From an optimization exercise on the open Yosys and OpenROAD flow, aimed at a short achievable clock period and few clock cycles; shortcuts taken in it are not production practice. No activity file was given, so power comes from the tool's default toggle rates.

==> flow/design.v <==
module cm0_dbgctl #(
    parameter integer P_POLL_LIMIT = 100
) (
    input  wire        clk,
    input  wire        rst,            
    input  wire        cmd_valid,
    output wire        cmd_ready,
    input  wire [31:0] cmd_word,
    input  wire [31:0] cmd_arg,
    output reg         resp_valid,
    output reg  [2:0]  resp_status,
    output reg  [31:0] resp_data,
    output reg  [7:0]  resp_err,
    output wire        bus_req,
    output wire        bus_we,
    output wire [31:0] bus_addr,
    output wire [31:0] bus_wdata,
    input  wire        bus_ack,
    input  wire [31:0] bus_rdata,
    input  wire        bus_err,
    input  wire [7:0]  bus_err_code
);
    localparam [2:0] ST_OK          = 3'd0;
    localparam [2:0] ST_TIMEOUT     = 3'd1;
    localparam [2:0] ST_TRANSPORT   = 3'd2;
    localparam [2:0] ST_UNSUPPORTED = 3'd3;
    localparam [2:0] ST_ILLEGAL     = 3'd4;
    localparam [3:0] OP_RDREG    = 4'h1;
    localparam [3:0] OP_WRREG    = 4'h2;
    localparam [3:0] OP_HALT     = 4'h3;
    localparam [3:0] OP_RUN      = 4'h4;
    localparam [3:0] OP_STEP     = 4'h5;
    localparam [3:0] OP_WAITH    = 4'h6;
    localparam [3:0] OP_BPUNITS  = 4'h7;
    localparam [3:0] OP_BPEN     = 4'h8;
    localparam [3:0] OP_SETBP    = 4'h9;
    localparam [3:0] OP_ENBP     = 4'hA;
    localparam [3:0] OP_DISBP    = 4'hB;
    localparam [3:0] OP_BASICREG = 4'hC;
    localparam integer SW = 10;
    localparam [9:0] S_NONE  = 10'b0_0_0_0_0_0_0_0_0_0;
    localparam [9:0] S_WSEL  = 10'b1_1_1_0_1_0_0_0_0_0;    
    localparam [9:0] S_WDAT  = 10'b1_1_0_1_1_0_0_0_0_0;    
    localparam [9:0] S_WCTL  = 10'b1_1_0_0_1_0_0_0_0_0;    
    localparam [9:0] S_RDAT  = 10'b1_0_0_1_1_0_0_1_0_0;    
    localparam [9:0] S_P16   = 10'b1_0_0_0_1_1_0_0_0_0;    
    localparam [9:0] S_P17   = 10'b1_0_0_0_1_1_1_0_0_0;    
    localparam [9:0] S_RBP   = 10'b1_0_0_0_0_0_0_0_1_0;    
    localparam [9:0] S_P16B  = 10'b1_0_0_0_1_1_0_0_0_1;    
    localparam [9:0] S_WBP   = 10'b1_1_0_0_0_0_0_0_0_0;    
    localparam [9:0] S_WCMP  = 10'b1_1_0_1_0_0_0_0_0_0;    
    function [9:0] step;
        input [3:0] op;
        input [2:0] i;
        begin
            step = S_NONE;
            case (op)
                OP_RDREG: case (i)
                    3'd0: step = S_WSEL;
                    3'd1: step = S_P16;
                    3'd2: step = S_RDAT;
                    default: step = S_NONE;
                endcase
                OP_WRREG: case (i)
                    3'd0: step = S_WSEL;
                    3'd1: step = S_P16;
                    3'd2: step = S_WDAT;
                    3'd3: step = S_P16;
                    default: step = S_NONE;
                endcase
                OP_HALT: case (i)
                    3'd0: step = S_WCTL;
                    3'd1: step = S_WSEL;
                    3'd2: step = S_P16;
                    3'd3: step = S_RDAT;
                    default: step = S_NONE;
                endcase
                OP_RUN: case (i)
                    3'd0: step = S_WCTL;
                    default: step = S_NONE;
                endcase
                OP_STEP: case (i)
                    3'd0: step = S_WCTL;
                    3'd1: step = S_P17;
                    3'd2: step = S_WSEL;
                    3'd3: step = S_P16;
                    3'd4: step = S_RDAT;
                    default: step = S_NONE;
                endcase
                OP_WAITH: case (i)
                    3'd0: step = S_P17;
                    default: step = S_NONE;
                endcase
                OP_BPUNITS: case (i)
                    3'd0: step = S_RBP;
                    3'd1: step = S_P16B;
                    default: step = S_NONE;
                endcase
                OP_BPEN: case (i)
                    3'd0: step = S_WBP;
                    3'd1: step = S_P17;
                    default: step = S_NONE;
                endcase
                OP_SETBP: case (i)
                    3'd0: step = S_WCMP;
                    3'd1: step = S_P17;
                    default: step = S_NONE;
                endcase
                default: step = S_NONE;
            endcase
        end
    endfunction
    reg        ready_q;        
    reg        req_q;          
    reg        we_q, a2_q, a3_q, ae_q;           
    reg        poll_q, pbit_q, rd8_q, rdbp_q, bpo_q;
    reg [SW-1:0] q1, q2, q3, q4;                 
    reg [6:0]  cnt_q;          
    reg        tc_q;           
    reg [31:0] wd_q;           
    reg [31:0] wd2_q;          
    reg [3:0]  bpl_q;          
    assign cmd_ready = ready_q;
    assign bus_req   = req_q;
    assign bus_we    = we_q;
    assign bus_addr  = {16'hE000, ae_q, ae_q, 1'b1, 1'b0, ae_q, ae_q, 1'b0, ae_q,
                        ae_q, ae_q, ae_q, ae_q, a3_q, a2_q, 2'b00};
    assign bus_wdata = wd_q;
    wire [3:0] c_op  = cmd_word[3:0];
    wire [4:0] c_reg = cmd_word[8:4];
    wire       c_en  = cmd_word[12];
    wire [2:0] c_sel = cmd_word[18:16];
    wire nz_h = |cmd_word[31:19];
    wire nz_s = |cmd_word[18:16];
    wire nz_m = |cmd_word[15:13];
    wire nz_e = cmd_word[12];
    wire nz_c = |cmd_word[11:9];
    wire nz_r = |cmd_word[8:4];
    wire o_rw  = (c_op == OP_RDREG) || (c_op == OP_WRREG);
    wire o_en  = (c_op == OP_BPEN);
    wire o_bas = (c_op == OP_BASICREG);
    wire o_uns = (c_op == OP_ENBP) || (c_op == OP_DISBP);
    wire o_fix = (c_op == OP_HALT) || (c_op == OP_RUN) || (c_op == OP_STEP) ||
                 (c_op == OP_WAITH) || (c_op == OP_BPUNITS) || (c_op == OP_SETBP);
    wire c_base  = !nz_h && !nz_m && !nz_c;
    wire c_start = c_base && !nz_s &&
                   ((o_rw && !nz_e) || (o_en && !nz_r) || (o_fix && !nz_e && !nz_r));
    wire c_legal = c_start ||
                   (c_base && !nz_e && !nz_r && ((o_bas) || (o_uns && !nz_s)));
    wire c_basok = c_base && !nz_e && !nz_r && o_bas;
    reg [31:0] c_wdata;        
    always @(*) begin
        case (c_op)
            OP_RDREG: c_wdata = {27'd0, c_reg};
            OP_WRREG: c_wdata = {15'd0, 1'b1, 11'd0, c_reg};
            OP_HALT:  c_wdata = 32'hA05F_0003;
            OP_STEP:  c_wdata = 32'hA05F_000D;
            OP_BPEN:  c_wdata = {30'd0, 1'b1, c_en};
            OP_SETBP: c_wdata = 32'hC000_0001 | (cmd_arg & 32'h1FFF_FFFC);
            default:  c_wdata = 32'hA05F_0000;
        endcase
    end
    reg [3:0] c_basic;
    always @(*) begin
        case (c_sel)
            3'd0: c_basic = 4'd0;
            3'd1: c_basic = 4'd1;
            3'd2: c_basic = 4'd2;
            3'd3: c_basic = 4'd3;
            3'd4: c_basic = 4'd9;
            3'd5: c_basic = 4'd15;
            3'd6: c_basic = 4'd14;
            default: c_basic = 4'd13;
        endcase
    end
    wire bit_seen = pbit_q ? bus_rdata[17] : bus_rdata[16];
    wire good     = bus_ack && !bus_err && (!poll_q || bit_seen);    
    wire fin      = bus_ack && (bus_err || (poll_q && !bit_seen && tc_q) ||
                                ((!poll_q || bit_seen) && !q1[SW-1]));
    always @(posedge clk) begin
        if (rst) begin
            ready_q    <= 1'b1;
            req_q      <= 1'b0;
            resp_valid <= 1'b0;
        end else if (ready_q) begin
            if (cmd_valid) begin
                ready_q    <= !c_start;
                req_q      <= c_start;
                resp_valid <= !c_start;
            end
        end else begin
            ready_q    <= fin;
            req_q      <= !fin;
            resp_valid <= fin;
        end
    end
    always @(posedge clk) begin
        if (rst) begin
            {we_q, a2_q, a3_q, ae_q, poll_q, pbit_q, rd8_q, rdbp_q, bpo_q} <= 9'd0;
        end else if (ready_q) begin
            {we_q, a2_q, a3_q, ae_q, poll_q, pbit_q, rd8_q, rdbp_q, bpo_q} <= step(c_op, 3'd0);
        end else if (good) begin
            {we_q, a2_q, a3_q, ae_q, poll_q, pbit_q, rd8_q, rdbp_q, bpo_q} <= q1[SW-2:0];
        end
    end
    always @(posedge clk) begin
        if (ready_q) begin
            q1 <= step(c_op, 3'd1);
            q2 <= step(c_op, 3'd2);
            q3 <= step(c_op, 3'd3);
            q4 <= step(c_op, 3'd4);
        end else if (good) begin
            q1 <= q2;
            q2 <= q3;
            q3 <= q4;
            q4 <= S_NONE;
        end
    end
    always @(posedge clk) begin
        if (ready_q)
            wd2_q <= (c_op == OP_WRREG) ? cmd_arg : 32'h0000_000F;
    end
    always @(posedge clk) begin
        if (rst)
            wd_q <= 32'd0;
        else if (ready_q)
            wd_q <= c_wdata;
        else if (bus_ack)
            wd_q <= wd2_q;
    end
    always @(posedge clk) begin
        if (ready_q || good) begin
            cnt_q <= 7'd0;
            tc_q  <= 1'b0;
        end else if (bus_ack) begin
            cnt_q <= cnt_q + 7'd1;
            tc_q  <= (cnt_q == P_POLL_LIMIT - 2);
        end
    end
    always @(posedge clk)
        if (rdbp_q)
            bpl_q <= bus_rdata[7:4];
    always @(posedge clk) begin
        if (rst) begin
            resp_status <= ST_OK;
            resp_data   <= 32'd0;
            resp_err    <= 8'd0;
        end else if (ready_q) begin
            if (cmd_valid) begin
                resp_status <= !c_legal ? ST_ILLEGAL : (o_uns ? ST_UNSUPPORTED : ST_OK);
                resp_data   <= {28'd0, c_basok ? c_basic : 4'd0};
                resp_err    <= 8'd0;
            end
        end else begin
            resp_status <= {1'b0, bus_err, !bus_err && poll_q && !bit_seen};
            resp_err    <= bus_err ? bus_err_code : 8'd0;
            if (rd8_q && !bus_err)
                resp_data <= bus_rdata;
            else if (bpo_q && !bus_err && bit_seen)
                resp_data <= {28'd0, bpl_q};
            else
                resp_data <= 32'd0;
        end
    end
endmodule
export LEC_CHECK = 0
export CAP_MARGIN = 20
export CORE_MARGIN = 2
export CORE_UTILIZATION = 40
export SETUP_SLACK_MARGIN = 3.3
export SLEW_MARGIN = 20
create_clock -name core_clock -period 5.0 [get_ports {clk}]
standard.sh (not shown) runs the stock make flow with config.mk's settings and CLKGATE_MAP_FILE= SYNTH_SCRIPT=/design/flow/synth_recipe.tcl, a recipe that flattens the netlist after the stock synthesis.
==> flow/flow/run.sh <==
#!/bin/bash
# Layout flow: the standard synthesis unchanged, then the standard ORFS
# steps with port buffers that the resizer may size freely and a shallow
# clock tree of large buffers.
set -euo pipefail
W="$(pwd)"
bash "$W/standard.sh" synth > "$W/make_synth.log" 2>&1
bash "$W/standard.sh" \
    MATCH_CELL_FOOTPRINT=0 \
    "BUFFER_PORTS_ARGS=-buffer_cell sky130_fd_sc_hd__buf_4" \
    "CTS_ARGS=-sink_clustering_enable -sink_clustering_size 40 -sink_clustering_max_diameter 400 -buf_list sky130_fd_sc_hd__clkbuf_16 -root_buf sky130_fd_sc_hd__clkbuf_16 -repair_clock_nets" \
    finish > "$W/make_layout.log" 2>&1
The baseline produced a clean layout.
Change:
==> flow/flow/run.sh (replaced) <==
#!/bin/bash
# Layout flow: the standard synthesis unchanged, then the standard ORFS
# steps with port buffers that the resizer may size freely.
set -euo pipefail
W="$(pwd)"
bash "$W/standard.sh" synth > "$W/make_synth.log" 2>&1
bash "$W/standard.sh" \
    MATCH_CELL_FOOTPRINT=0 \
    "BUFFER_PORTS_ARGS=-buffer_cell sky130_fd_sc_hd__buf_4" \
    finish > "$W/make_layout.log" 2>&1
Outcome:
- sequential share of layout area grows by 0.21 points
- global-route usage is about the same
- clock power grows by about 6%
No run of this note included a check of the RTL's function; only the layout flow was run.

-- static timing again, ports no longer ideal --
How much do the figures lean on ideal ports? The routed layouts below were timed once more, with nothing changed but the port constraints. Step 1, drivers: a clkbuf_16 drives clk and a buf_2 each remaining input, both assumed. Step 2 moves the port delays by t, midway between the first and last clock arrival at a register: inputs arrive t later, outputs are due t later. That takes back most of the time a late clock gives input paths. Slacks: no drivers / after step 1 / after step 2; pairs: no drivers / after step 1.
run	shift t [ns]	setup slack, ns	worst setup path after step 2
the first run	0.464	2.621 / 2.586 / 2.122	input to register
the second run	0.458	2.641 / 2.583 / 2.125	input to register
After both steps setup and hold are still met in every run listed. The setup slack of the second run, which loses most, moves by -0.058 ns with the drivers and by -0.516 ns with both steps.
